From an optimization exercise on the open Yosys and OpenROAD flow, aimed at small area; shortcuts taken in it are not production practice.
The RTL was checked by simulation tests, not by an equivalence proof against the original design.
Power figures rest on the tool's default switching activity, not on a simulated workload.

Setup of P:
Design bdi_core, start of the top module:
module bdi_core #(
  parameter N_CELLS    = 16,
  parameter T_SETTLE   = 4,
  parameter T_ACTION   = 1000,
  parameter T_DEBOUNCE = 4000
) (
  input             clk,
  input             rst,
  input             cmd_valid,
  output            cmd_ready,
  input      [31:0] cmd_word,
  input             btn1_n,
  input             btn2_n,
  output reg        ser,
  output            srclk,
  output            clr_n,
  output            rclk,
  output            oe_n,
  output reg        ind1,
  output reg        ind2,
  output     [2:0]  res,
  output reg [1:0]  ev,
  output            halted,
  output     [2:0]  flt,
  output     [15:0] finfo,
  output     [31:0] fcmd
);
  localparam OP_NOP    = 6'h00, OP_ENC   = 6'h01, OP_DEC    = 6'h02, OP_BSD   = 6'h03,
             OP_LSD    = 6'h04, OP_MAPCLR= 6'h05, OP_MAPU   = 6'h06, OP_MAPD  = 6'h07,
             OP_BUILD  = 6'h08, OP_INIT  = 6'h09, OP_PUSH   = 6'h0A, OP_SAMPLE= 6'h0B,
             OP_IND    = 6'h0C, OP_INDCLR= 6'h0D, OP_WAIT   = 6'h0E, OP_CYCLE = 6'h0F,
             OP_RUN    = 6'h10;
  localparam F_LEN = 3'd1, F_STATE = 3'd2, F_CELL = 3'd3, F_DOT = 3'd4,
             F_NOINIT = 3'd5, F_ILLEGAL = 3'd6;
  localparam S_IDLE   = 4'd0,
             S_EXEC   = 4'd1,
  ...
==> flow/config.mk <==
export PLATFORM = sky130hd
export DESIGN_NAME = bdi_core
export DESIGN_NICKNAME = bdi_core
export VERILOG_FILES = /design/flow/design.v
export SDC_FILE = /design/flow/constraint.sdc
export NUM_CORES = 4
export LEC_CHECK = 0
export ABC_AREA = 1
export CAP_MARGIN = 0
export CORE_MARGIN = 2
export CORE_UTILIZATION = 70
export SLEW_MARGIN = 0
==> flow/constraint.sdc <==
create_clock -name core_clock -period 10.0 [get_ports {clk}]
set_input_delay 2.0000 -clock core_clock [delete_from_list [all_inputs] [get_ports {clk}]]
set_output_delay 2.0000 -clock core_clock [all_outputs]
set_load 0.01 [all_outputs]
standard.sh (not shown) runs the stock make flow with config.mk's settings and CLKGATE_MAP_FILE= SYNTH_SCRIPT=/design/flow/synth_recipe.tcl, a recipe that flattens the netlist after the stock synthesis.
==> flow/flow/run.sh <==
#!/bin/bash
# Own layout flow: the standard synthesis, then the combinational logic between the
# (unchanged) registers is re-mapped by ABC for area, then the standard layout from the
# floorplan on, with smaller port buffers and a clock tree without dummy loads.
# Each tool's output goes to a log file of its own in the work folder.
set -uo pipefail
W=$(pwd)
F=$W/flow
R=$W/orfs/results/${FLOW_PLATFORM}/bdi_core/base
L=$W/orfs/logs/${FLOW_PLATFORM}/bdi_core/base
LIB=$FLOW_HOME/platforms/${FLOW_PLATFORM}/lib/sky130_fd_sc_hd__tt_025C_1v80.lib
YOSYS=$FLOW_HOME/../tools/install/yosys/bin/yosys
[[ -x $YOSYS ]] || YOSYS=yosys

# 1. standard synthesis
bash standard.sh synth > $W/run_1_synth.log 2>&1 || { echo "standard synth failed"; exit 1; }
cp $R/1_2_yosys.v $W/std_1_2_yosys.v

# 2. re-map the logic between the registers
DONTUSE=$(grep -m1 -o '^abc .*' $L/1_2_yosys.log | grep -o '\-dont_use [A-Za-z0-9_]*' | tr '\n' ' ')
SEQ=$(grep -o '^ *sky130_fd_sc_hd__\(df\|edf\|sdf\|dl\)[a-z0-9_]* ' $W/std_1_2_yosys.v | sort -u | tr -d ' ' | tr '\n' ' ')
cat > $W/remap.ys <<EOC
read_liberty -ignore_miss_func $LIB
blackbox $SEQ
read_verilog $W/std_1_2_yosys.v
hierarchy -top $FLOW_TOP
flatten
rename -hide w:*.*
opt -purge
abc -script $F/area.abc -liberty $LIB $DONTUSE
opt_clean -purge
setundef -zero
hilomap -hicell sky130_fd_sc_hd__conb_1 HI -locell sky130_fd_sc_hd__conb_1 LO
splitnets
opt_clean -purge
stat -liberty $LIB
write_verilog -noattr -nohex -nodec $W/remap_1_2_yosys.v
EOC
if timeout 1200 $YOSYS -s $W/remap.ys > $W/run_2_remap.log 2>&1 \
   && ! grep -q '^ *assign ' $W/remap_1_2_yosys.v \
   && python3 $F/check_regs.py $W/std_1_2_yosys.v $W/remap_1_2_yosys.v > $W/run_2_check_regs.log 2>&1; then
  cp $W/remap_1_2_yosys.v $R/1_2_yosys.v
  echo "using the re-mapped netlist"
else
  echo "re-map refused; keeping the standard netlist"
fi
touch $R/1_2_yosys.v

# 3. layout from the floorplan on
CTS_OPTS="-buf_list sky130_fd_sc_hd__clkbuf_8 -sink_clustering_size 20 -sink_clustering_max_diameter 45"
bash standard.sh \
  "BUFFER_PORTS_ARGS=-buffer_cell sky130_fd_sc_hd__buf_1" \
  "CTS_ARGS=-sink_clustering_enable -repair_clock_nets -dont_use_dummy_load ${CTS_OPTS}" \
  finish > $W/run_3_layout.log 2>&1 || { echo "layout failed"; exit 1; }
ls -l $W/out/final.def
Other scripts of this flow, unchanged in this note and not shown: flow/flow/area.abc, flow/flow/check_regs.py
#### Input delta (Q over P)
# P
export LEC_CHECK = 0
export ABC_AREA = 1
export CAP_MARGIN = 0
export CORE_MARGIN = 2
export CORE_UTILIZATION = 70
export SLEW_MARGIN = 0
create_clock -name core_clock -period 10.0 [get_ports {clk}]
# Q
export LEC_CHECK = 0
export ABC_AREA = 1
export CAP_MARGIN = 10
export CORE_MARGIN = 2
export CORE_UTILIZATION = 65
export SLEW_MARGIN = 10
create_clock -name core_clock -period 10.0 [get_ports {clk}]
==> comparison <==
Q -> P: sequential share of layout area flat
When Q is measured against P, its global-route usage turns out 1.1 points lower.
Q and P ended up with nearly the same power share of the combinational group.
Total power divided by cell area for Q: 0.35% down relative to P
[Q] peak supply drop rose about 20% relative to P
Q ends up with a count of vias placed by the detailed router that is 74 lower than in P.
Q ended with every stage complete and zero timing, DRC or antenna violations.
Compared with P, in Q initial antenna violation count ~0 delta, switching power summed over all nets -about 0.6%, area of all placed cells without fillers ~0 delta.
Compared Q vs P, and area overhead of the layout relative to synthesis is up in Q.
STATUS die area: Q loses against P

==> separate check: timing with driven ports <==
Ports are ideal in the flow. The routed layouts listed here were re-timed in OpenROAD. Step 1, drivers: a clkbuf_16 drives clk and a buf_2 each remaining input, both assumed. Step 2 also shifts input and output timing later by t, the mid clock arrival at the registers, as if the neighbouring blocks saw the same clock. Three values: ideal ports, drivers, drivers and shift; two values: the first two.
run | t (ns) | slack for setup (ns) | slew at the worst register clock pin (ns) | pins driven straight from the clock port
P | 0.602 | 4.122 / 4.122 / 4.122 | 0.11 / 0.11 | 1
Q | 0.599 | 3.401 / 3.401 / 3.401 | 0.12 / 0.12 | 1
After both steps every run listed still meets setup and hold.
